Source: an optimization exercise on an open RTL-to-GDS flow (aim: small area, a short achievable clock period and few clock cycles). Production flows keep margins and buffers that such runs may drop. The RTL was checked by simulation tests, not by an equivalence proof against the original design. Power and IR drop assume default switching activity.

==> flow/design.v <==
module codec_unit (
    input  wire        clk,
    input  wire        rst,
    input  wire        reg_we,
    input  wire [3:0]  reg_addr,
    input  wire [31:0] reg_wdata,
    output wire        busy,
    output reg  [6:0]  status,
    output reg  [31:0] rcnt,
    output wire [31:0] rcons,
    output reg         mem_valid,
    output reg         mem_we,
    output wire [31:0] mem_addr,
    output reg  [7:0]  mem_wdata,
    input  wire        mem_ready,
    input  wire [7:0]  mem_rdata
);
    localparam [2:0] K_HBI    = 3'd1;
    localparam [2:0] K_PACK   = 3'd2;
    localparam [2:0] K_UNPACK = 3'd3;
    localparam [2:0] K_GVC    = 3'd4;    
    localparam [2:0] K_GVD    = 3'd5;    
    localparam [2:0] E_CAPACITY = 3'd1;
    localparam [2:0] E_CORRUPT  = 3'd2;
    localparam [2:0] E_PARAM    = 3'd3;
    localparam [2:0] E_ILLEGAL  = 3'd4;
    localparam [4:0] S_IDLE = 5'd0;
    localparam [4:0] S_CHK1 = 5'd1;    
    localparam [4:0] S_CHK2 = 5'd2;    
    localparam [4:0] S_CHK3 = 5'd3;    
    localparam [4:0] S_CHK4 = 5'd4;    
    localparam [4:0] S_CHK5 = 5'd5;    
    localparam [4:0] S_U0   = 5'd6;    
    localparam [4:0] S_U1   = 5'd7;    
    localparam [4:0] S_MUL  = 5'd8;    
    localparam [4:0] S_MC1  = 5'd9;    
    localparam [4:0] S_PK   = 5'd10;   
    localparam [4:0] S_UP   = 5'd11;   
    localparam [4:0] S_GC1  = 5'd12;   
    localparam [4:0] S_GCC1 = 5'd13;   
    localparam [4:0] S_GCC2 = 5'd14;   
    localparam [4:0] S_GCC3 = 5'd15;   
    localparam [4:0] S_GC2  = 5'd16;   
    localparam [4:0] S_GDI1 = 5'd17;   
    localparam [4:0] S_GDI2 = 5'd18;   
    localparam [4:0] S_GD   = 5'd19;   
    localparam [4:0] S_CHK6 = 5'd20;   
    localparam [2:0] G_SEL = 3'd0, G_RD = 3'd1, G_WR = 3'd2, G_VRD = 3'd3,
                     G_VWR = 3'd4, G_CK1 = 3'd5, G_CK2 = 3'd6, G_CK3 = 3'd7;
    localparam [1:0] C_RD = 2'd0, C_WR = 2'd1, C_WR0 = 2'd2, C_SEL = 2'd3;
    localparam [1:0] A_ZERO = 2'd0, A_ACC = 2'd1, A_SRC = 2'd2, A_DST = 2'd3;
    localparam [1:0] X_SLEN = 2'd0, X_DCAP = 2'd1, X_ARG = 2'd2, X_DST = 2'd3;
    localparam [2:0] AC_HOLD = 3'd0, AC_Y = 3'd1, AC_HALF = 3'd2, AC_SHL2 = 3'd3,
                     AC_ZERO = 3'd4;
    localparam [1:0] RC_HOLD = 2'd0, RC_DEC = 2'd1, RC_Y = 2'd2, RC_ZERO = 2'd3;
    reg [31:0] dst_r, dcap_r, src_r, slen_r, arg_r;
    reg [4:0]  opk1;          
    reg        imm;           
    reg        ill_r;         
    reg        bwbad_r;       
    reg [1:0]  ew_r;
    reg [5:0]  bw_r;
    reg [4:0]  state;
    reg [20:0] sv;            
    reg        pf;            
    reg        capf;          
    reg        ov2;           
    reg        cf;            
    reg        cg;            
    reg        fastck;        
    reg [35:0] acc;           
    reg [31:0] raddr, waddr;
    reg [2:0]  mstep;
    reg        cz;            
    reg [14:0] bb;            
    reg [5:0]  pb;            
    reg [2:0]  drop;          
    reg [5:0]  fr;            
    reg [1:0]  k;             
    reg [1:0]  wb;            
    reg        uw;            
    reg        pkw;           
    reg        ulb;           
    reg        ufr8;          
    reg [7:0]  cur;
    reg [6:0]  prv;
    reg [7:0]  sel;
    reg [1:0]  q;
    reg [2:0]  jr;            
    reg [1:0]  m;             
    reg        vend;
    reg [2:0]  gph;
    reg [7:0]  gv;            
    reg [1:0]  cph;
    reg [1:0]  tl;            
    reg        started;
    reg [1:0]  code;
    reg [2:0]  pend;          
    assign rcons = acc[31:0];
    wire idle = sv[S_IDLE];
    assign busy = !idle;
    wire cmd_we = idle && reg_we && (reg_addr == 4'd0);
    function [20:0] onehot;
        input [4:0] st;
        begin
            onehot = 21'd1 << st;
        end
    endfunction
    wire [7:0] w_op = reg_wdata[7:0];
    wire [1:0] w_ew = reg_wdata[9:8];
    wire [5:0] w_bw = reg_wdata[21:16];
    wire w_pk = (w_op == 8'h02) || (w_op == 8'h03);
    wire w_known = w_pk || (w_op == 8'h01) || (w_op == 8'h10) || (w_op == 8'h11) ||
                   (w_op == 8'h12) || (w_op == 8'h13);
    wire w_ill = !w_known || (reg_wdata[15:10] != 6'd0) || (reg_wdata[31:22] != 10'd0) ||
                 (w_ew == 2'd3) || (!w_pk && w_ew != 2'd2) || (!w_pk && w_bw != 6'd0);
    wire w_bwbad = w_pk && ((w_bw == 6'd0) || (w_bw > 6'd32));
    reg [2:0] w_opk;
    always @(*) begin
        case (w_op)
            8'h01:        w_opk = K_HBI;
            8'h02:        w_opk = K_PACK;
            8'h03:        w_opk = K_UNPACK;
            8'h10, 8'h12: w_opk = K_GVC;
            default:      w_opk = K_GVD;
        endcase
    end
    reg [1:0] ks, kd;
    reg [1:0] w_ks, w_kd;
    always @(*) begin
        case (w_opk)
            K_PACK:   begin w_ks = w_ew; w_kd = 2'd2; end
            K_UNPACK: begin w_ks = 2'd2; w_kd = w_ew; end
            K_GVC:    begin w_ks = 2'd2; w_kd = 2'd0; end
            default:  begin w_ks = 2'd0; w_kd = 2'd2; end
        endcase
    end
    wire slen_nz = (slen_r != 32'd0);
    wire dcap_nz = (dcap_r != 32'd0);
    wire arg_nz  = (arg_r != 32'd0);
    wire is_pk   = opk1[1];
    function [5:0] hbi;
        input [31:0] v;
        integer i;
        begin
            hbi = 6'd1;
            for (i = 0; i < 32; i = i + 1)
                if (v[i]) hbi = i + 1;
        end
    endfunction
    reg  [1:0]  a_sel;
    reg  [1:0]  x_sel;
    reg  [1:0]  sh;
    reg         b_sm;        
    reg  [5:0]  bsm;
    reg         inv;
    reg         cin;
    wire [35:0] aop = ({36{a_acc}} & acc) |
                      ({36{a_src}} & {4'd0, src_r}) |
                      ({36{a_dst}} & {4'd0, dst_r});
    wire [31:0] xv  = ({32{x_slen}} & slen_r) |
                      ({32{x_dcap}} & dcap_r) | ({32{x_arg}} & arg_r) | ({32{x_dst}} & dst_r);
    wire [35:0] xs  = (sh == 2'd0) ? {4'd0, xv} :
                      (sh == 2'd1) ? {3'd0, xv, 1'b0} : {2'd0, xv, 2'b00};
    wire [35:0] bv  = b_sm ? {30'd0, bsm} : xs;
    wire [35:0] bop = inv ? ~bv : bv;
    wire [36:0] ysum = {aop, 1'b1} + {bop, cin};
    wire [35:0] y    = ysum[36:1];
    wire        yneg = y[35];
    wire        atend = (acc[35:32] == 4'd0) && (acc[31:0] == slen_r);   
    wire        alo0  = (acc[31:0] == 32'd0);
    wire        atop  = (acc[35:32] != 4'd0) && ((acc[35:32] != 4'd1) || !alo0);   
    wire        apos  = !acc[35] && ((acc[34:32] != 3'd0) || !alo0);             
    wire [2:0] ewb = (ew_r == 2'd0) ? 3'd1 : (ew_r == 2'd1) ? 3'd2 : 3'd4;
    wire [1:0] ewl = ew_r[1] ? 2'd3 : {1'b0, ew_r[0]};       
    wire rcnt_one = (rcnt == 32'd1);
    wire xfer = mem_valid && mem_ready;
    function [7:0] lmask;
        input [5:0] n;
        begin
            lmask = (n >= 6'd8) ? 8'hFF : ~(8'hFF << n[2:0]);
        end
    endfunction
    wire pk_last  = (fr <= 6'd8) || (k == ewl);
    wire pk_wr    = pkw;    
    wire pk_done  = cz && (pb <= 6'd8) && (wb == 2'd3);        
    wire [14:0] pk_in = {7'd0, mem_rdata & lmask(fr)} << pb[2:0];
    wire [5:0] up_d     = ufr8 ? 6'd8 : fr;                     
    wire       up_lastb = ulb;
    wire [5:0] up_c     = up_lastb ? fr : up_d;                 
    wire       up_fit   = (up_c <= pb);
    wire [5:0] up_e     = up_c - pb;
    wire [14:0] up_sh   = bb >> up_c[3:0];
    wire [14:0] up_in   = {7'd0, mem_rdata >> drop} << pb[2:0];
    wire       gc_tail = (rcnt[31:2] == 30'd0) && (rcnt[1:0] <= slen_r[1:0]);
    wire       rd_nz   = (mem_rdata != 8'd0);
    reg        gc_thr;
    always @(*) begin
        case (k)
            2'd3: gc_thr = (mem_rdata[7:4] != 4'd0);
            2'd2: gc_thr = (mem_rdata[7:5] != 3'd0);
            2'd1: gc_thr = (mem_rdata[7:6] != 2'd0);
            default: gc_thr = mem_rdata[7];
        endcase
    end
    wire       gc_vdone = rd_nz || (gc_tail ? (k == 2'd0) : (k == 2'd1));
    wire [2:0] gc_len   = !rd_nz ? 3'd1 :
                          ({1'b0, k} + 3'd1 + {2'b00, gc_tail & gc_thr});
    wire [2:0] gc_add   = gc_len + {2'b00, !gc_tail && (q == 2'd0)};
    reg [6:0] vg_rd, vg_wr;
    always @(*) begin
        case (k)
            2'd3: begin vg_rd = {3'b000, mem_rdata[7:4]}; vg_wr = {3'b000, cur[7:4]}; end
            2'd2: begin vg_rd = {cur[3:0], mem_rdata[7:5]}; vg_wr = {prv[3:0], cur[7:5]}; end
            2'd1: begin vg_rd = {cur[4:0], mem_rdata[7:6]}; vg_wr = {prv[4:0], cur[7:6]}; end
            default: begin vg_rd = {cur[5:0], mem_rdata[7]}; vg_wr = {prv[5:0], cur[7]}; end
        endcase
    end
    reg [1:0] gd_code;
    always @(*) begin
        case (q)
            2'd0: gd_code = sel[1:0];
            2'd1: gd_code = sel[3:2];
            2'd2: gd_code = sel[5:4];
            default: gd_code = sel[7:6];
        endcase
    end
    wire [4:0] gd_sum = 5'd4 + sel[1:0] + sel[3:2] + sel[5:4] + sel[7:6];
    reg [7:0] vw_data;
    always @(*) begin
        if ({1'b0, m} + 3'd2 == jr) begin
            case (m)
                2'd0: vw_data = {cur[0], prv[6:0]};
                2'd1: vw_data = {cur[1:0], prv[6:1]};
                2'd2: vw_data = {cur[2:0], prv[6:2]};
                default: vw_data = {cur[3:0], prv[6:3]};
            endcase
        end else if ({1'b0, m} + 3'd1 == jr) begin
            case (m)
                2'd0: vw_data = {1'b0, cur[6:0]};
                2'd1: vw_data = {2'b00, cur[6:1]};
                2'd2: vw_data = {3'b000, cur[6:2]};
                default: vw_data = {4'b0000, cur[6:3]};
            endcase
        end else
            vw_data = 8'd0;
    end
    wire gd_rd  = sv[S_GD] && (gv[G_SEL] || gv[G_RD] || gv[G_VRD]);
    wire gd_ck1 = sv[S_GD] && gv[G_CK1];
    wire gd_ck2 = sv[S_GD] && gv[G_CK2];
    wire gd_ck3 = sv[S_GD] && gv[G_CK3];
    wire gd_wr  = sv[S_GD] && gv[G_WR];
    wire gd_vwr = sv[S_GD] && gv[G_VWR];
    wire gd_oth = sv[S_GD] && !(gd_rd || gd_ck1 || gd_ck2 || gd_ck3);
    wire op_hbi = opk1[0];
    function [11:0] ctlf;
        input [20:0] v;         
        input [7:0]  g;         
        input [2:0]  ms;        
        input [4:0]  ok;        
        input        fc, pk, im;
        input [5:0]  bw;
        input [1:0]  s_k, d_k;
        reg gdrd, gdc1, gdc2, gdc3, gdot, c1f, hb;
        reg a_a, a_s, a_d, x_s, x_c, x_a, x_d, s_s, s_d, bs, iv, ci;
        reg [1:0] shx;
        begin
            gdrd = v[S_GD] & (g[G_SEL] | g[G_RD] | g[G_VRD]);
            gdc1 = v[S_GD] & g[G_CK1];
            gdc2 = v[S_GD] & g[G_CK2];
            gdc3 = v[S_GD] & g[G_CK3];
            gdot = v[S_GD] & !(gdrd | gdc1 | gdc2 | gdc3);
            hb   = ok[0];
            c1f  = v[S_CHK1] & fc;
            a_a  = v[S_CHK4] | v[S_CHK5] | v[S_U1] | (v[S_MUL] & (ms != 3'd0)) | v[S_MC1] |
                   v[S_PK] | v[S_GC1] | v[S_GCC1] | v[S_GCC2] | v[S_GC2] | v[S_GDI2] |
                   gdrd | gdc1 | gdc2 | gdc3;
            a_s  = (v[S_CHK1] & !hb) | v[S_CHK3];
            a_d  = v[S_CHK2];
            x_c  = v[S_CHK2] | v[S_CHK4] | v[S_U1] | (v[S_MC1] & pk) | v[S_GCC2] | v[S_GDI2];
            x_a  = v[S_CHK6] | (v[S_MUL] & !pk) | v[S_UP] | gdot;
            x_d  = v[S_CHK3] | c1f;
            x_s  = !(x_c | x_a | x_d);
            s_s  = (v[S_CHK1] & !fc) | v[S_CHK5];
            s_d  = v[S_CHK2] | v[S_CHK4];
            shx  = s_s ? s_k : s_d ? d_k : 2'd0;
            bs   = (v[S_CHK1] & hb) | (v[S_MUL] & !bw[5] & !bw[ms]) | v[S_PK] | v[S_GC1] |
                   v[S_GCC1] | v[S_GC2] | ((v[S_CHK6] | gdot) & im) | gdrd | gdc1 | gdc3;
            iv   = v[S_CHK3] | c1f | v[S_CHK4] | v[S_U1] | v[S_MC1] | v[S_GCC2] | v[S_GDI2] |
                   gdc2 | gdc3;
            ci   = v[S_CHK3] | c1f | v[S_CHK4] | (v[S_MUL] & !bw[5]) | gdc3;
            ctlf = {a_a, a_s, a_d, x_s, x_c, x_a, x_d, shx, bs, iv, ci};
        end
    endfunction
    reg  [11:0] ctl;
    wire a_acc  = ctl[11];
    wire a_src  = ctl[10];
    wire a_dst  = ctl[9];
    wire x_slen = ctl[8];
    wire x_dcap = ctl[7];
    wire x_arg  = ctl[6];
    wire x_dst  = ctl[5];
    wire [1:0] shv = ctl[4:3];
    wire b_smw  = ctl[2];
    wire invw   = ctl[1];
    wire cinw   = ctl[0];
    wire sm_hbi = sv[S_CHK1] & op_hbi;
    wire sm_pend = sv[S_GC1] | sv[S_GCC1];
    wire sm_four = (sv[S_CHK6] | gd_oth) & imm;
    wire sm_sum  = gd_ck1 | gd_ck3;
    wire [5:0] bsmw = ({6{sm_hbi}} & hbi(arg_r)) | ({6{sm_pend}} & {3'd0, pend}) |
                      ({6{sm_four}} & 6'd4) | ({6{gd_rd}} & 6'd1) |
                      ({6{sm_sum}} & {1'b0, gd_sum});
    always @(*) begin
        a_sel = a_acc ? A_ACC : a_src ? A_SRC : a_dst ? A_DST : A_ZERO;
        x_sel = x_dcap ? X_DCAP : x_arg ? X_ARG : x_dst ? X_DST : X_SLEN;
        sh    = shv;
        b_sm  = b_smw;
        bsm   = bsmw;
        inv   = invw;
        cin   = cinw;
    end
    wire pk_we = sv[S_PK] & pk_wr;
    wire up_we = sv[S_UP] & uw;
    wire gc_we = sv[S_GC2] & (cph != C_RD);
    always @(*) begin
        mem_we    = mwe;
        mem_valid = (sv[S_PK] & (pk_wr | !cz)) | sv[S_UP] | (sv[S_GC1] & !cz) | sv[S_GC2] |
                    (gd_rd & !atend) | gd_wr | gd_vwr;
        mem_wdata = ({8{sv[S_PK]}} & bb[7:0]) |
                    ({8{sv[S_UP]}} & bb[7:0] & lmask(up_d)) |
                    ({8{sv[S_GC2] & (cph == C_WR)}} &
                         ((tl != 2'd0) ? {started, vg_wr} : cur)) |
                    ({8{sv[S_GC2] & (cph == C_WR0)}} & {started, cur[6:0]}) |
                    ({8{sv[S_GC2] & (cph == C_SEL)}} & sel) |
                    ({8{gd_wr}} & cur) |
                    ({8{gd_vwr}} & vw_data);
    end
    assign mem_addr = mwe ? waddr : raddr;
    function [31:0] step;
        input [31:0] p;
        input [3:0]  d;
        reg   [3:0]  lo;
        reg   [28:0] inc, dec;
        reg          s_inc, s_dec, s_hold;
        begin
            lo     = {1'b0, p[2:0]} + {1'b0, d[2:0]};
            inc    = p[31:3] + 29'd1;
            dec    = p[31:3] - 29'd1;
            s_inc  = lo[3] & !d[3];
            s_dec  = !lo[3] & d[3];
            s_hold = !(s_inc | s_dec);
            step   = {({29{s_hold}} & p[31:3]) | ({29{s_inc}} & inc) | ({29{s_dec}} & dec),
                      lo[2:0]};
        end
    endfunction
    reg [3:0] rdl, wdl;      
    reg [4:0] state_n;
    reg [2:0] gph_n;
    reg [5:0] pbn, frn;
    reg [5:0] pbx;
    reg       czx, uwx;
    reg [1:0] wbx, cphx;
    reg       mwe;           
    reg [2:0] msx;
    reg [4:0] opk1_n;
    reg       fastck_n, imm_n;
    reg [5:0] bw_n;
    reg [1:0] ks_n, kd_n;
    reg [2:0] ac_op;
    reg [1:0] rc_op;
    reg       fin;
    reg [6:0] fin_st;
    task finish_ok;
        input [2:0] a;
        input [1:0] r;
        begin
            fin    = 1'b1;
            fin_st = 7'h01;
            ac_op  = a;
            rc_op  = r;
        end
    endtask
    task finish_err;
        input [2:0] e;
        begin
            fin    = 1'b1;
            fin_st = {e, 4'h2};
            ac_op  = AC_ZERO;
            rc_op  = RC_ZERO;
        end
    endtask
    always @(posedge clk) begin
        state_n = state;
        gph_n   = gph;
        msx     = mstep;
        pbx     = pb;
        czx     = cz;
        wbx     = wb;
        cphx    = cph;
        uwx     = uw;
        rdl    = 4'd0;
        wdl    = 4'd0;
        ac_op  = AC_HOLD;
        rc_op  = RC_HOLD;
        fin    = 1'b0;
        fin_st = 7'h01;
        case (state)
        S_IDLE: begin
            raddr <= src_r;
            waddr <= dst_r;
            if (reg_we) begin
                case (reg_addr)
                    4'd0: begin
                        opk1    <= 5'd1 << (w_opk - 3'd1);
                        imm     <= (w_op == 8'h10) || (w_op == 8'h11);
                        ill_r   <= w_ill;
                        bwbad_r <= w_bwbad;
                        ew_r    <= w_ew;
                        ks      <= w_ks;
                        fastck  <= (src_r[31:30] == 2'd0) && (dst_r[31:30] == 2'd0) &&
                                   (slen_r[31:28] == 4'd0) && (dcap_r[31:28] == 4'd0);
                        kd      <= w_kd;
                        bw_r    <= w_bw;
                        rc_op   = RC_Y;         
                        state_n   = S_CHK1;
                    end
                    4'd1: dst_r  <= reg_wdata;
                    4'd2: dcap_r <= reg_wdata;
                    4'd3: src_r  <= reg_wdata;
                    4'd4: slen_r <= reg_wdata;
                    4'd5: arg_r  <= reg_wdata;
                    default: ;
                endcase
            end
        end
        S_CHK1: begin
            pf      <= 1'b0;
            ac_op   = AC_Y;              
            state_n = fastck ? S_CHK4 : S_CHK2;
            if (ill_r)
                finish_err(E_ILLEGAL);
            else if (bwbad_r || (imm && opk1[3] && slen_r != 32'd4))
                finish_err(E_PARAM);
            else if (opk1[0])
                finish_ok(AC_ZERO, RC_Y);
        end
        S_CHK2: begin
            pf      <= slen_nz && atop;
            ac_op   = AC_Y;              
            state_n = S_CHK3;
        end
        S_CHK3: begin
            pf      <= pf || (dcap_nz && atop);
            ac_op   = AC_Y;              
            state_n = S_CHK4;
        end
        S_CHK4: begin
            ov2     <= yneg;             
            state_n = S_CHK5;
        end
        S_CHK5: begin
            ac_op   = AC_Y;              
            state_n = S_CHK6;
        end
        S_CHK6: begin
            msx = 3'd0;
            q     <= 2'd0;
            k     <= 2'd0;
            pend  <= 3'd0;
            czx    = !slen_nz;
            if (opk1[3])
                rdl = 4'd3;              
            if (pf || (slen_nz && dcap_nz && apos && ov2))
                finish_err(E_PARAM);
            else if (opk1[1])
                state_n = S_MUL;
            else if (opk1[2]) begin
                ac_op   = AC_Y;
                rc_op   = RC_Y;
                state_n = S_U1;
            end else if (opk1[3]) begin
                ac_op   = AC_ZERO;
                k       <= 2'd3;
                state_n = S_GC1;
            end else begin
                ac_op   = AC_Y;
                rc_op   = RC_Y;
                state_n = S_GDI2;
            end
        end
        S_U1: begin
            capf  <= !yneg;
            state_n = S_MUL;
        end
        S_MUL: begin
            msx = mstep + 3'd1;
            if (bw_r[5]) begin
                ac_op = AC_Y;
                state_n = S_MC1;
            end else begin
                ac_op = AC_HALF;
                if (mstep == 3'd4)
                    state_n = S_MC1;
            end
        end
        S_MC1: begin
            bb   <= 15'd0;
            pbx   = 6'd0;
            drop <= 3'd0;
            fr   <= bw_r;
            k    <= 2'd0;
            ulb  <= (ewl == 2'd0);
            ufr8 <= (bw_r >= 6'd8);
            wbx   = 2'd0;
            uwx   = 1'b0;
            cf   <= !yneg;
            if (is_pk) begin
                state_n = S_PK;
                if (!slen_nz)
                    finish_ok(AC_ZERO, RC_ZERO);
            end else begin
                state_n = S_UP;
                if (!arg_nz)
                    finish_ok(AC_ZERO, RC_ZERO);
                else if (!slen_nz)
                    finish_err(E_CORRUPT);
            end
        end
        S_PK: begin
            if (xfer) begin
                if (pk_wr) begin
                    bb  <= bb >> 8;
                    pbx  = (pb >= 6'd8) ? pb - 6'd8 : 6'd0;
                    wbx  = wb + 2'd1;
                    wdl = 4'd1;
                    if (pk_done)
                        finish_ok(AC_ZERO, RC_Y);
                end else begin
                    bb <= bb | pk_in;
                    if (pk_last) begin
                        pbx    = pb + fr;
                        fr    <= bw_r;
                        k     <= 2'd0;
                        rdl   = {1'b0, ewb} - {2'b00, k};
                        rc_op = RC_DEC;
                        czx    = rcnt_one;
                    end else begin
                        pbx  = pb + 6'd8;
                        fr  <= fr - 6'd8;
                        k   <= k + 2'd1;
                        rdl = 4'd1;
                    end
                end
            end
            cf <= 1'b0;
            if (cf)
                finish_err(E_CAPACITY);
        end
        S_UP: begin
            pbn = pb;
            frn = fr;
            if (xfer) begin
                if (uw) begin
                    wdl = 4'd1;
                    if (up_fit) begin
                        bb  <= up_sh;
                        pbn = pb - up_c;
                    end else begin
                        bb   <= 15'd0;
                        pbn  = 6'd0;
                        rdl  = {1'b0, up_e[5:3]};
                        drop <= up_e[2:0];
                    end
                    if (up_lastb) begin
                        frn   = bw_r;
                        k     <= 2'd0;
                        ulb   <= (ewl == 2'd0);
                        rc_op = RC_DEC;
                        if (rcnt_one)
                            finish_ok(AC_SHL2, RC_Y);
                    end else begin
                        frn = fr - up_d;
                        k   <= k + 2'd1;
                        ulb <= (k + 2'd1 == ewl);
                    end
                end else begin
                    bb   <= bb | up_in;
                    pbn  = pb + 6'd8 - {3'd0, drop};
                    drop <= 3'd0;
                    rdl  = 4'd1;
                end
            end
            pbx  = pbn;
            fr   <= frn;
            ufr8 <= (frn >= 6'd8);
            uwx  = (pbn >= ((frn >= 6'd8) ? 6'd8 : frn));
            cf <= 1'b0;
            if (cf)
                finish_err(E_CORRUPT);
            else if (capf)
                finish_err(E_CAPACITY);
        end
        S_GC1: begin
            ac_op = AC_Y;
            wdl   = {1'b0, pend};
            pend  <= 3'd0;
            if (cz)
                state_n = S_GCC1;
            else if (xfer) begin
                if (gc_vdone) begin
                    pend  <= gc_add;
                    rdl   = 4'd7 - {2'b00, k};
                    k     <= 2'd3;
                    q     <= q + 2'd1;
                    rc_op = RC_DEC;
                    if (rcnt_one)
                        state_n = S_GCC1;
                end else begin
                    rdl = 4'hF;
                    k   <= k - 2'd1;
                end
            end
        end
        S_GCC1: begin
            ac_op = AC_Y;
            wdl   = {1'b0, pend} - 4'd1;     
            rdl   = 4'hC;                    
            state_n = S_GCC2;
        end
        S_GCC2: begin
            cf      <= !yneg;
            state_n = S_GCC3;
        end
        S_GCC3: begin
            rc_op   = RC_Y;
            tl      <= slen_r[1:0];
            q       <= 2'd3;
            k       <= 2'd3;
            started <= 1'b0;
            cphx     = C_RD;
            state_n = S_GC2;
            if (cf)
                finish_err(E_CAPACITY);
            else if (!slen_nz)
                finish_ok(AC_ZERO, RC_ZERO);
        end
        S_GC2: begin
            if (xfer) begin
                case (cph)
                    C_RD: begin
                        rdl = 4'hF;
                        cur <= mem_rdata;
                        prv <= cur[6:0];
                        if (tl != 2'd0) begin
                            if (started || vg_rd != 7'd0)
                                cphx = C_WR;
                            else if (k == 2'd0)
                                cphx = C_WR0;
                            else
                                k <= k - 2'd1;
                        end else begin
                            if (started || rd_nz || k == 2'd0)
                                cphx = C_WR;
                            else
                                k <= k - 2'd1;
                        end
                    end
                    C_WR: begin
                        wdl = 4'hF;
                        started <= 1'b1;
                        if (tl != 2'd0) begin
                            if (k == 2'd0)
                                cphx = C_WR0;
                            else begin
                                k   <= k - 2'd1;
                                cphx = C_RD;
                            end
                        end else begin
                            if (!started)
                                code <= k;
                            if (k == 2'd0) begin
                                sel     <= {sel[5:0], started ? code : 2'd0};
                                rc_op   = RC_DEC;
                                started <= 1'b0;
                                k       <= 2'd3;
                                cphx     = (q == 2'd0) ? C_SEL : C_RD;
                                q       <= q - 2'd1;
                            end else begin
                                k   <= k - 2'd1;
                                cphx = C_RD;
                            end
                        end
                    end
                    C_WR0: begin
                        wdl = 4'hF;
                        rc_op   = RC_DEC;
                        tl      <= tl - 2'd1;
                        started <= 1'b0;
                        k       <= 2'd3;
                        cphx     = C_RD;
                        if (rcnt_one)
                            finish_ok(AC_ZERO, RC_Y);
                    end
                    default: begin    
                        wdl = 4'hF;
                        cphx = C_RD;
                        if (rcnt == 32'd0)
                            finish_ok(AC_ZERO, RC_Y);
                    end
                endcase
            end
        end
        S_GDI2: begin
            ac_op = AC_ZERO;
            k     <= 2'd0;
            q     <= 2'd0;
            m     <= 2'd0;
            jr    <= 3'd0;
            gph_n   = (rcnt[31:2] != 30'd0) ? G_SEL : G_VRD;
            state_n = S_GD;
            cg      <= !yneg;        
            if (rcnt == 32'd0)
                finish_ok(AC_ZERO, RC_ZERO);
        end
        S_GD: begin
            case (gph)
                G_SEL, G_RD, G_VRD: begin
                    if (atend)
                        finish_err(E_CORRUPT);
                    else if (xfer) begin
                        rdl   = 4'd1;
                        ac_op = AC_Y;
                        cur   <= mem_rdata;
                        prv   <= cur[6:0];
                        if (gph == G_SEL) begin
                            sel <= mem_rdata;
                            q   <= 2'd0;
                            k   <= 2'd0;
                            gph_n = imm ? G_CK1 : G_RD;
                        end else if (gph == G_RD)
                            gph_n = G_WR;
                        else begin
                            jr <= jr + 3'd1;
                            if (jr == 3'd4 && mem_rdata[7:4] != 4'd0)
                                finish_err(E_CORRUPT);
                            else if (!mem_rdata[7] || jr != 3'd0)
                                gph_n = G_VWR;
                            vend <= !mem_rdata[7];
                        end
                    end
                end
                G_CK1: begin
                    ac_op = AC_Y;
                    gph_n   = G_CK2;
                end
                G_CK2: begin
                    cf    <= !yneg;
                    gph_n = G_CK3;
                end
                G_CK3: begin
                    ac_op = AC_Y;
                    gph_n = G_RD;
                    if (cf)
                        finish_err(E_CORRUPT);
                end
                G_WR: begin
                    if (xfer) begin
                        wdl = 4'd1;
                        k   <= k + 2'd1;
                        if (k == 2'd3) begin
                            q     <= q + 2'd1;
                            rc_op = RC_DEC;
                            if (rcnt_one)
                                finish_ok(AC_HOLD, RC_Y);
                            else if (q == 2'd3)
                                gph_n = (rcnt > 32'd4) ? G_SEL : G_VRD;
                            else
                                gph_n = G_RD;
                        end else if (k + 2'd1 <= gd_code)
                            gph_n = G_RD;
                        else
                            cur <= 8'd0;     
                    end
                end
                default: begin   
                    if (xfer) begin
                        wdl = 4'd1;
                        m   <= m + 2'd1;
                        if (!vend)
                            gph_n = G_VRD;
                        else if (m == 2'd3) begin
                            rc_op = RC_DEC;
                            jr    <= 3'd0;
                            gph_n   = G_VRD;
                            if (rcnt_one)
                                finish_ok(AC_HOLD, RC_Y);
                        end
                    end
                end
            endcase
            cg <= 1'b0;
            if (cg)
                finish_err(E_CAPACITY);
        end
        default: state_n = S_IDLE;
        endcase
        if (!idle) begin
            raddr <= step(raddr, rdl);
            waddr <= step(waddr, wdl);
        end
        case (ac_op)
            AC_Y:    acc <= y;
            AC_HALF: acc <= {1'b0, y[35:1]};
            AC_SHL2: acc <= {acc[33:0], 2'b00};
            AC_ZERO: acc <= 36'd0;
            default: ;
        endcase
        case (rc_op)
            RC_DEC:  rcnt <= rcnt - 32'd1;
            RC_Y:    rcnt <= y[31:0];
            RC_ZERO: rcnt <= 32'd0;
            default: ;
        endcase
        if (fin) begin
            status <= fin_st;
            state_n = S_IDLE;
        end
        state <= state_n;
        sv    <= onehot(state_n);
        mstep <= msx;
        opk1_n   = cmd_we ? (5'd1 << (w_opk - 3'd1)) : opk1;
        fastck_n = cmd_we ? ((src_r[31:30] == 2'd0) && (dst_r[31:30] == 2'd0) &&
                             (slen_r[31:28] == 4'd0) && (dcap_r[31:28] == 4'd0)) : fastck;
        imm_n    = cmd_we ? ((w_op == 8'h10) || (w_op == 8'h11)) : imm;
        bw_n     = cmd_we ? w_bw : bw_r;
        ks_n     = cmd_we ? w_ks : ks;
        kd_n     = cmd_we ? w_kd : kd;
        ctl   <= ctlf(onehot(state_n), 8'd1 << gph_n, msx, opk1_n, fastck_n, opk1_n[1],
                      imm_n, bw_n, ks_n, kd_n);
        pb    <= pbx;
        cz    <= czx;
        wb    <= wbx;
        cph   <= cphx;
        uw    <= uwx;
        pkw   <= (pbx >= 6'd8) || (czx && ((pbx != 6'd0) || (wbx != 2'd0)));
        mwe   <= ((state_n == S_PK) && ((pbx >= 6'd8) ||
                                        (czx && ((pbx != 6'd0) || (wbx != 2'd0))))) ||
                 ((state_n == S_UP) && uwx) ||
                 ((state_n == S_GC2) && (cphx != C_RD)) ||
                 ((state_n == S_GD) && ((gph_n == G_WR) || (gph_n == G_VWR)));
        gph   <= gph_n;
        gv    <= 8'd1 << gph_n;
        if (rst) begin
            dst_r  <= 32'd0;
            dcap_r <= 32'd0;
            src_r  <= 32'd0;
            slen_r <= 32'd0;
            arg_r  <= 32'd0;
            state  <= S_IDLE;
            sv     <= onehot(S_IDLE);
            ctl    <= ctlf(onehot(S_IDLE), 8'd1, 3'd0, 5'd0, 1'b0, 1'b0, 1'b0, 6'd0, 2'd0, 2'd0);
            mwe    <= 1'b0;
            status <= 7'd0;
            rcnt   <= 32'd0;
            acc    <= 36'd0;
        end
    end
endmodule
==> flow/flow/run.sh <==
#!/bin/bash
set -o pipefail
export SETUP_SLACK_MARGIN=7
export TNS_END_PERCENT=0
bash standard.sh > standard.log 2>&1
==> flow/standard.sh <==
#!/bin/bash
# synth_recipe.tcl (not shown) runs the flow's synth.tcl, then flattens the netlist and writes it again
# the make line also repeats each setting of config.mk as NAME=value (left out here)
make -C /OpenROAD-flow-scripts/flow DESIGN_CONFIG=/design/flow/config.mk WORK_HOME=/design/flow/orfs CLKGATE_MAP_FILE= SYNTH_SCRIPT=/design/flow/synth_recipe.tcl "${@:-finish}"
==> flow/config.mk <==
export PLATFORM = sky130hd
export DESIGN_NAME = codec_unit
export DESIGN_NICKNAME = codec_unit
export VERILOG_FILES = /design/flow/design.v
export SDC_FILE = /design/flow/constraint.sdc
export NUM_CORES = 4
export LEC_CHECK = 0
export CAP_MARGIN = 20
export CORE_MARGIN = 2
export CORE_UTILIZATION = 60
export SLEW_MARGIN = 20
==> flow/constraint.sdc <==
create_clock -name core_clock -period 12.0 [get_ports {clk}]
set_input_delay 2.4000 -clock core_clock [delete_from_list [all_inputs] [get_ports {clk}]]
set_output_delay 2.4000 -clock core_clock [all_outputs]
set_load 0.01 [all_outputs]
==> results.ini, run 1 <==
[drt]
drcViolationCount = 0
dr_total_vias = 36300
wl_per_cell_um = 25.9
final_antenna_net_count = 0
via_per_inst = 6.94
met2WireLength_mm = 57.2
detailedRoute.firstIterationViolations = 5301
wl_met3_mm = 16.7
drt_pre_antenna_iters = 13
dr.max_layer_used = met5
wl_mm = 136
met1Wirelength_mm = 49.9

[sta]
tightestPinTransition_ns = 1.12
final-max-slew-violation-count = 0
rsz0062_at_grt = true
finalCritPeriodShare_pct = 46.9
timing.final.crit_period_ns = 5.63
timing.fmax_mhz = 178
timing.max_slew.rel_slack_pct = 25.4
count_of_endpoints_failing_hold_in_the_final_timing_report = 0
setup_viol = 0
setup_total_negative_slack_ns = 0
hold_slack_ns = 0.456
clock_skew_ns = 0.0342

[die]
die_h_um = 242
boundaryPins = 162
core_um2 = 56200
rows = 87
floorplan.initialDensity_pct = 60.4
fp.dieArea_um2 = 58500
die-width_um = 242

[critical_path]
rr_endpoint = acc[26]
timing.critical_path.depth = 7
crit_fanout = 4
critical_path.cell_chain = xor2_1 > nor4_2 > nand4_1 > buf_4 > nor3_4 > o21ai_0 > clkdlybuf4s50_1
timing.reg2reg.worst_path_depth = 20
start_kind = register
timing.critical_path.to = mem_valid
reg_to_reg_startpoint = sel[1]
slowest_stage = clkdlybuf4s50_1
worstSetupEndpointType = output pin
critical-path-max-stage-delay_ns = 0.59
timing.critical_path.arrival_ns = 3.23
critical_path_required_ns = 9.60
path_delay_family = simple AND/OR/NAND/NOR gates
regToRegSetupSlack_ns = 6.48
classification_of_the_worst_setup_path = reg -> out
critical_path_buf_inv_count = 2
startpoint = slen_r[13]

[clock_tree]
clkSlewWorstSetupHoldPaths_ns = 0.06
cts_max_path_buffers = 3
htree_num_levels = 2
number_of_buffers_created_by_cts = 50
post_cts_hold_buffer_count = 0
cts.sinks = 443
tritoncts_clock_tree = yes
cts_root_buffer = clkbuf_16
worst_skew_pair.late_latency_ns = 0.64

[yosys]
post_synthesis_sequential_element_count = 443
ys_warn_count = 1
synthArstFlopShare_pct = 0
post_synth_instance_area_um2 = 34000
netlist_cell_types = 115
synth_largest_type_area_fraction_pct = 16.9
ys_seq_area_share_pct = 30.7
dominantRegCellSynth = dfxtp_1
netlist.top_cell.by_area = dfxtp_1
post_synth_inst_count = 4449
synth_area_per_cell_um2 = 7.63
number_of_enable_flip_flop_cells_after_synthesis = 156
ys_top_cells_by_area = dfxtp_1 (17%), edfxtp_1 (14%), nand2_1 (7.6%)

[global_routing]
first_global_vias = 32300
global_route_wire_length_before_repair_mm = 202
grt_max_degree = 119
grt_overflow_total = 0
grt_usage_pct = 44.3
antenna_found_initial = 4

[layout]
fin_area_um2 = 38200
final_net_count = 4620
final_common_cell = nand2_1
final_cell_mix = nand2_1 (687), a21oi_1 (428), nor2_1 (387), dfxtp_1 (275), o21ai_0 (250)
syn2layout_area_growth_pct = 12.6
drive_above_1_share_pct = 9.59

[run]
timing.max_cap.violations = 0

[power_and_ir_drop]
p_int_w = 0.00269
leakage_nw = 14.7
netSwitchingPower_w = 0.00108
sw_frac_of_total_pct = 28.6
clockPowerShare_pct = 43.5
combPwrFrac_pct = 12.5
power-per-cell-area_nw_per_um2 = 98.6
power.share.sequential_pct = 44.0
irDropWorstVdd_mv = 0.141

[hold_path]
min_path_type = reg -> reg
min_path_cells = 2

[placement]
io_buffers = 159
dpl_cell_area_um2 = 35500
gp_congestion = 1.07
hpwl_after_detailed_placement_mm = 99.0

[status]
run_status = no timing/DRC/antenna violations

-- Yosys cell counts (all sizes together) (44+ instances only) --
cell	instances
nor3	102
a22oi	86
inv	186
nor2	398
xor2	117
mux2i	62
a222oi	57
nand2	693
a21oi	435
dfxtp	287
nand3	118
buf	80
ha	128
nor4	74
edfxtp	156
o22ai	77
mux2	44
xnor2	57
a211oi	60
clkbuf	268
o21ai	263
-- sequential cells by signal, summed over array words and instances, names as in the netlist, 6 cells and up --
signal  count
bb         15
dcap_r     32
ctl        11
src_r      32
gv          8
sel         8
pb          6
prv         7
acc        36
waddr      32
cur         8
rcnt       32
fr          6
raddr      32
arg_r      32
dst_r      32
slen_r     32
bw_r        6
sv         10
-- worst min-delay path, stage by stage (launching register included) --
cell and delay (ns):
dfxtp_1 0.31, nand2_1 0.05, a21oi_1 0.05
-- worst min path at each step --
stage               startpoint          to  slack [ns]
floorplan               cur[5]      prv[5]        0.42
global placement     status[1]   status[1]        0.44
detailed placement   status[1]   status[1]        0.45
CTS                  status[1]   status[1]        0.46
global route        dcap_r[31]  dcap_r[31]        0.51
finish               status[1]   status[1]        0.46
-- what timing repair did --
| item | CTS | global route |
|---|---|---|
| gates resized for setup | 126 | 16 |
| endpoints found under the setup margin | 144 | 142 |
| cloned | 3 | 0 |
| pin swaps | 32 | 19 |
| setup buffers | 52 | 10 |
-- power groups by stage --
stage          sequential (W)  clock [W]  combinational [W]
2_1_floorplan         0.00164          0           0.000305
3_3_place_gp          0.00169          0           0.000429
3_5_place_dp          0.00169          0           0.000432
4_1_cts               0.00165    0.00163           0.000455
5_1_grt               0.00166    0.00169           0.000499
6_report              0.00166    0.00164           0.000472
-- area by class of cell --
type / count / area (um^2)
multi-input cells: 3468 / 21900
clock inverters: 28 / 295
flip-flops and latches: 443 / 10500
well taps: 756 / 946
clock buffers: 65 / 1430
inverters: 193 / 739
fillers: 4916 / 17900
repair inverters: 1 / 7.51
diodes: 3 / 7.51
repair buffers: 275 / 2510
-- metrics by stage --
stage,total power [W],setup slack (ns),util (%),instances
after CTS,0.00374,6.62,67.8,5219
after floorplan,0.00194,6.21,-,4452
after detailed placement,0.00212,4.56,63.1,5071
after global routing,0.00385,6.35,68.1,5229
after global placement,0.00211,4.64,63.1,5071
final,0.00377,6.37,68.1,5232
-- logic make-up after synthesis --
logic type | count (synthesis) | share of synthesized area [%]
mux | 109 | 3.49
compound gates | 1356 | 26.2
flops | 443 | 30.7
other cells | 2 | 0.0221
simple gates | 1684 | 23.2
xor+xnor | 174 | 4.49
fa+ha+maj | 140 | 5.42
buf+inv | 541 | 6.52
-- routing by layer --
layer  GRT usage, %  up-vias
met5              0        -
met4           32.4        2
met3           9.42      621
met2           64.9     2632
met1           57.6    16900
li1               -    16200
Testbench counts, summed over its fixed seeds: cycles 221,008.
==> run 2: changes to the inputs <==
==> flow/flow/run.sh (replaced) <==
#!/bin/bash
set -o pipefail
export SETUP_SLACK_MARGIN=8
export TNS_END_PERCENT=0
bash standard.sh > standard.log 2>&1
==> results.ini, run 2 <==
[drt]
drt_pre_antenna_iters = 14
wl_met3_mm = 19.7
met1Wirelength_mm = 51.0
via_per_inst = 7.01
final_antenna_net_count = 0
wl_per_cell_um = 26.5
met2WireLength_mm = 57.6
dr_total_vias = 36600
detailedRoute.firstIterationViolations = 5849
wl_mm = 138
drcViolationCount = 0
dr.max_layer_used = met5

[yosys]
post_synth_inst_count = 4449
ys_seq_area_share_pct = 30.7
post_synthesis_sequential_element_count = 443
synth_largest_type_area_fraction_pct = 16.9
synthMostInstantiatedCell = nand2_1
ys_top_cells_by_area = dfxtp_1 (17%), edfxtp_1 (14%), nand2_1 (7.6%)
post_synth_instance_area_um2 = 34000
ys_warn_count = 1
post_synth_most_frequent_cells = nand2_1 (691), a21oi_1 (434), nor2_1 (394), dfxtp_1 (287), clkbuf_1 (267)
netlist.top_cell.by_area = dfxtp_1
dominantRegCellSynth = dfxtp_1
number_of_enable_flip_flop_cells_after_synthesis = 156
netlist_cell_types = 115
synthArstFlopShare_pct = 0
synth_area_per_cell_um2 = 7.63

[sta]
hold_slack_ns = 0.456
timing.final.crit_period_ns = 5.51
timing.fmax_mhz = 181
count_of_endpoints_failing_hold_in_the_final_timing_report = 0
finalCritPeriodShare_pct = 45.9
final-max-slew-violation-count = 0
tightestPinTransition_ns = 1.31
timing.max_slew.rel_slack_pct = 12.3
setup_viol = 0
setup_total_negative_slack_ns = 0
clock_skew_ns = 0.0330
rsz0062_at_grt = true

[layout]
largest_register_ff_count = 36
multi_input_combinational_cell_area_um2 = 21900
final.fill_count = 4847
final_common_cell = nand2_1
largest-register = acc
syn2layout_area_growth_pct = 13.0
drive_above_1_share_pct = 9.64
final_cell_mix = nand2_1 (683), a21oi_1 (429), nor2_1 (389), dfxtp_1 (271), o21ai_0 (243)
register_area_um2 = 10500
final_net_count = 4614

[power_and_ir_drop]
sw_frac_of_total_pct = 28.4
clockPowerShare_pct = 43.9
combPwrFrac_pct = 12.6
irDropWorstVdd_mv = 0.117
leakage_nw = 14.7
total_power_w = 0.00382
p_int_w = 0.00273
netSwitchingPower_w = 0.00109
power.share.sequential_pct = 43.4
power-per-cell-area_nw_per_um2 = 99.6

[die]
die_h_um = 242
core_um2 = 56200
die-width_um = 242
boundaryPins = 162
fp.dieArea_um2 = 58500
floorplan.initialDensity_pct = 60.4
rows = 87

[run]
timing.max_cap.violations = 0

[clock_tree]
cts_root_buffer = clkbuf_16
clkSlewWorstSetupHoldPaths_ns = 0.06
number_of_buffers_created_by_cts = 52
cts.sinks = 443
worst_skew_pair.late_latency_ns = 0.64
tritoncts_clock_tree = yes
cts_max_path_buffers = 3
htree_num_levels = 2

[critical_path]
rr_endpoint = acc[22]
classification_of_the_worst_setup_path = reg -> out
startpoint = acc[3]
reg_to_reg_startpoint = sel[0]
critical_path_required_ns = 9.60
regToRegSetupSlack_ns = 6.52
timing.critical_path.arrival_ns = 3.11
worstSetupEndpointType = output pin
timing.reg2reg.worst_path_depth = 19
timing.critical_path.to = mem_valid
crit_fanout = 6
start_kind = register

[placement]
io_buffers = 159
hpwl_after_detailed_placement_mm = 100
gp_congestion = 1.06

[global_routing]
grt_usage_pct = 45.1
global_route_wire_length_before_repair_mm = 204
grt_overflow_total = 0
antenna_found_initial = 9
first_global_vias = 32500
grt_max_degree = 102

[hold_path]
min_path_type = reg -> reg

[status]
run_status = no timing/DRC/antenna violations

[run 2: cell counts after synthesis]
No cell type changed its count.
[run 2: kinds of logic after synthesis]
| kind of cell | after synthesis | share of synthesized area [%] |
|---|---|---|
| xor gates and xnor gates | 174 | 4.49 |
| AOI/OAI and AO/OA | 1356 | 26.2 |
| muxes | 109 | 3.49 |
| adders and majority gates | 140 | 5.42 |
| and+or+nand+nor | 1684 | 23.2 |
| other | 2 | 0.0221 |
| buffers and inverters | 541 | 6.52 |
| DFF | 443 | 30.7 |
[run 2: worst min-delay path by stage]
stage               from  cells past startpoint  slack [ns]   endpoint
6_report       status[1]                      2        0.46  status[1]
5_1_grt        status[1]                      2        0.48  status[1]
4_1_cts        status[1]                      2        0.46  status[1]
3_5_place_dp   status[1]                      2        0.45  status[1]
3_3_place_gp   status[1]                      2        0.45  status[1]
2_1_floorplan     cur[5]                      0        0.42     prv[5]
[run 2: what timing repair did]
| item | CTS | global route |
|---|---|---|
| setup buffers | 47 | 7 |
| gates resized for setup | 112 | 27 |
| gates cloned | 3 | 0 |
| setup endpoints to repair | 467 | 462 |
| pin swaps | 36 | 21 |
| hold buffers | 0 | 0 |
[run 2: final cells by class]
class	count	area share [%]
diodes	3	0.0196
clock buffers	69	3.86
clock inverters	28	0.766
inverters	193	1.93
multi-input cells	3468	57.1
flip-flops and latches	443	27.2
well taps	756	2.47
repair buffers	267	6.56
repair inverters	1	0.0196
[run 2: metrics by stage]
step / util, % / instance area, um^2 / instances / setup WS (ns)
after floorplan: - / 34200 / 4452 / 6.65
after global placement: 63.4 / 35600 / 5069 / 5.21
after detailed placement: 63.4 / 35600 / 5071 / 5.14
after CTS: 68.0 / 38200 / 5218 / 6.65
after global routing: 68.3 / 38400 / 5225 / 6.39
final: 68.3 / 38400 / 5228 / 6.49
[run 2: worst max-delay path, stage by stage (launching register included)]
cell and delay, ns:
dfxtp_1 0.65, xor2_1 0.14, nor4_1 0.49, nand4_1 0.15, buf_4 0.21, nor3_4 0.18, o21ai_0 0.15, clkdlybuf4s50_1 0.51
[run 2: power groups by stage]
stage	logic [W]	clock network [W]	registers, W
after detailed placement	0.000440	0	0.00169
after global placement	0.000436	0	0.00169
after floorplan	0.000308	0	0.00164
after CTS	0.000459	0.00166	0.00165
after global routing	0.000507	0.00173	0.00166
final	0.000482	0.00168	0.00166
[run 2: per-layer routing]
layer | track usage [%] | up-vias
met4 | 25.1 | 8
li1 | - | 16200
met2 | 66.7 | 2823
met3 | 11.4 | 626
met5 | 0 | -
met1 | 60.2 | 17000
==> run 3: changes to the inputs <==
--- a/flow/config.mk
+++ b/flow/config.mk
@@ -7,5 +7,6 @@
 export LEC_CHECK = 0
 export CAP_MARGIN = 20
 export CORE_MARGIN = 2
-export CORE_UTILIZATION = 60
+export CORE_UTILIZATION = 40
+export CTS_BUF_LIST = sky130_fd_sc_hd__clkbuf_8
 export SLEW_MARGIN = 20
==> results.ini, run 3 <==
[drt]
drcViolationCount = 0
detailedRoute.firstIterationViolations = 4546
wl_per_cell_um = 25.1
final_antenna_net_count = 0
dr_total_vias = 35700
drt_pre_antenna_iters = 12
via_per_inst = 6.29
wl_mm = 143

[layout]
final.fill_count = 8512
drive_above_1_share_pct = 10.7
largest-register = acc
final_net_count = 4654
final_cell_mix = nand2_1 (684), a21oi_1 (428), nor2_1 (389), dfxtp_1 (266), o21ai_0 (243)
syn2layout_area_growth_pct = 14.4
largest_register_ff_count = 36
final_common_cell = nand2_1

[clock_tree]
post_cts_hold_buffer_count = 0
worst_skew_pair.late_latency_ns = 0.74
cts_root_buffer = clkbuf_8
tritoncts_clock_tree = yes
clkSlewWorstSetupHoldPaths_ns = 0.06
cts.sinks = 443
htree_num_levels = 3
number_of_buffers_created_by_cts = 83
cts_max_path_buffers = 3

[global_routing]
grt_usage_pct = 31.8
grt_overflow_total = 0
first_global_vias = 32800
grt_max_degree = 87
global_route_wire_length_before_repair_mm = 212
antenna_found_initial = 6

[yosys]
number_of_enable_flip_flop_cells_after_synthesis = 156
dominantRegCellSynth = dfxtp_1
synthArstFlopShare_pct = 0
post_synth_inst_count = 4449
synthMostInstantiatedCell = nand2_1
post_synth_most_frequent_cells = nand2_1 (691), a21oi_1 (434), nor2_1 (394), dfxtp_1 (287), clkbuf_1 (267)
ys_seq_area_share_pct = 30.7
synth_area_per_cell_um2 = 7.63
netlist.top_cell.by_area = dfxtp_1
post_synthesis_sequential_element_count = 443
ys_top_cells_by_area = dfxtp_1 (17%), edfxtp_1 (14%), nand2_1 (7.6%)
ys_warn_count = 1
post_synth_instance_area_um2 = 34000
synth_largest_type_area_fraction_pct = 16.9
netlist_cell_types = 115

[power_and_ir_drop]
combPwrFrac_pct = 12.6
power.share.sequential_pct = 44.5
netSwitchingPower_w = 0.00113
irDropWorstVdd_mv = 0.0757
power-per-cell-area_nw_per_um2 = 96.0
clockPowerShare_pct = 42.9
sw_frac_of_total_pct = 30.2
p_int_w = 0.00260
leakage_nw = 14.9

[sta]
finalCritPeriodShare_pct = 46.1
hold_slack_ns = 0.471
final-max-slew-violation-count = 0
tightestPinTransition_ns = 1.01
clock_skew_ns = 0.0354
timing.fmax_mhz = 181
setup_viol = 0
timing.max_slew.rel_slack_pct = 32.5
setup_total_negative_slack_ns = 0
rsz0062_at_grt = true
timing.final.crit_period_ns = 5.54
count_of_endpoints_failing_hold_in_the_final_timing_report = 0

[critical_path]
crit_fanout = 4
critical-path-max-stage-delay_ns = 0.60
critical_path_required_ns = 12.63
worstSetupEndpointType = register
critical_path.cell_chain = inv_2 > fa_1 > inv_1 > fa_2 > ha_4 > fa_1 > nand2_1 > nand4_1 > o22ai_2 > xnor2_1 > ha_1 > o21ai_1 > o211ai_1 > a31oi_4 > o31a_1 > o21ai_1 > o41a_1 > nand3_1 > mux2i_2 > nand2_1 > o22ai_1
slowest_stage = fa_2
start_kind = register
timing.critical_path.arrival_ns = 6.16
classification_of_the_worst_setup_path = reg -> reg

[die]
die-width_um = 295
floorplan.initialDensity_pct = 40.5
die_h_um = 295
boundaryPins = 162
rows = 106
core_um2 = 83800
fp.dieArea_um2 = 87200

[status]
run_status = no timing/DRC/antenna violations

[placement]
hpwl_after_detailed_placement_mm = 105
gp_congestion = 0.983
io_buffers = 159

[run]
timing.max_cap.violations = 0

[hold_path]
min_path_type = reg -> reg

[run 3: final timing paths]
kind / from / end / slack (ns) / cells after the start
setup / recovery: sel[1] / rcnt[28] / 6.46 / 21
hold / removal: dcap_r[8] / dcap_r[8] / 0.47 / 2
setup reg to reg: sel[1] / rcnt[28] / 6.46 / 21
hold reg to reg: dcap_r[8] / dcap_r[8] / 0.47 / 2
[run 3: critical path: cells and delay by family (launching register included)]
kind / cells / cell delay [ns]
adders and majority gates: 5 / 2.07
and+or+nand+nor: 4 / 0.63
DFF: 1 / 0.36
xor gates and xnor gates: 1 / 0.11
AOI/OAI and AO/OA: 8 / 1.91
muxes: 1 / 0.25
buffers and inverters: 2 / 0.12
[run 3: metrics by stage]
| stage | setup WS (ns) | instance area [um^2] | utilization [%] | std cells | total power [W] |
|---|---|---|---|---|---|
| 6_report | 6.46 | 38900 | 46.4 | 5675 | 0.00373 |
| 5_1_grt | 6.37 | 38900 | 46.4 | 5674 | 0.00384 |
| 4_1_cts | 6.67 | 38800 | 46.3 | 5666 | 0.00373 |
| 3_5_place_dp | 5.09 | 36100 | 43.1 | 5455 | 0.00213 |
| 3_3_place_gp | 5.13 | 36100 | 43.1 | 5455 | 0.00213 |
| 2_1_floorplan | 6.65 | 34200 | - | 4452 | 0.00195 |
[run 3: power groups by stage]
| stage | combinational, W | sequential [W] | clock, W |
|---|---|---|---|
| floorplan | 0.000308 | 0.00164 | 0 |
| global placement | 0.000441 | 0.00169 | 0 |
| detailed placement | 0.000442 | 0.00169 | 0 |
| CTS | 0.000460 | 0.00166 | 0.00162 |
| global route | 0.000506 | 0.00166 | 0.00168 |
| finish | 0.000470 | 0.00166 | 0.00160 |
[run 3: cells by family (layout without fill, tap and decap cells)]
| kind of cell | after synthesis | after routing | share of synthesized area (%) |
|---|---|---|---|
| xor+xnor | 174 | 174 | 4.49 |
| fa+ha+maj | 140 | 140 | 5.42 |
| other cells | 2 | 10 | 0.0221 |
| mux | 109 | 109 | 3.49 |
| simple gates | 1684 | 1684 | 23.2 |
| flops | 443 | 443 | 30.7 |
| compound gates | 1356 | 1356 | 26.2 |
| buf+inv | 541 | 625 | 6.52 |
[run 3: metal layers]
| metal | global-route usage, % | vias to the layer above | share of wire [%] |
|---|---|---|---|
| li1 | - | 16300 | - |
| met1 | 41.0 | 17000 | 40 |
| met2 | 50.0 | 1910 | 45 |
| met3 | 5.58 | 464 | 8.7 |
| met4 | 18.6 | 6 | 6.5 |
| met5 | 0 | - | 0.029 |
[run 3: cell type report]
cell class                 instances  area [um^2]  share of cell area (%)
antenna                            5         12.5                  0.0322
clock buffer                      99         1360                    3.51
clock inverter                    56          388                   0.998
inverter                         193          746                    1.92
multi-input combinational       3468        21900                    56.4
sequential                       443        10500                    26.9
tap                             1134         1420                    3.65
timing repair buffer             276         2550                    6.58
timing repair inverter             1         7.51                  0.0193
[run 3: repair_timing]
item / 4_1_cts / 5_1_grt
endpoints found under the setup margin: 411 / 440
pin swaps: 35 / 8
gates cloned: 3 / 0
setup buffers: 53 / 4
gates resized for setup: 134 / 7

## afterwards: timing with drivers on the ports
In the flow no input, the clock included, has a driving cell. The finished layouts below were timed again as built, in two steps.
Step 1: set_driving_cell puts a clkbuf_16 on clk and a buf_2 on each other input, an assumption about the parent block.
Step 2 times the ports against the registers' clock, not the clock port: input delays grow and output delays shrink by t, the midpoint of the rising clock arrivals with the driver on.
a / b / c = ideal ports / drivers / drivers and shift; a / b = the first two.
run | t, ns | setup WS [ns] | worst data-port slew with drivers (ns)
run 1 | 0.685 | 6.368 / 6.302 / 5.808 | 0.05
run 2 | 0.682 | 6.490 / 6.424 / 6.020 | 0.05
run 3 | 0.791 | 6.463 / 6.463 / 5.888 | 0.14
After both steps setup and hold are still met in every run listed. For run 3, which loses most, drivers alone change the setup slack by 0.000 ns; drivers and shift together by -0.575 ns.
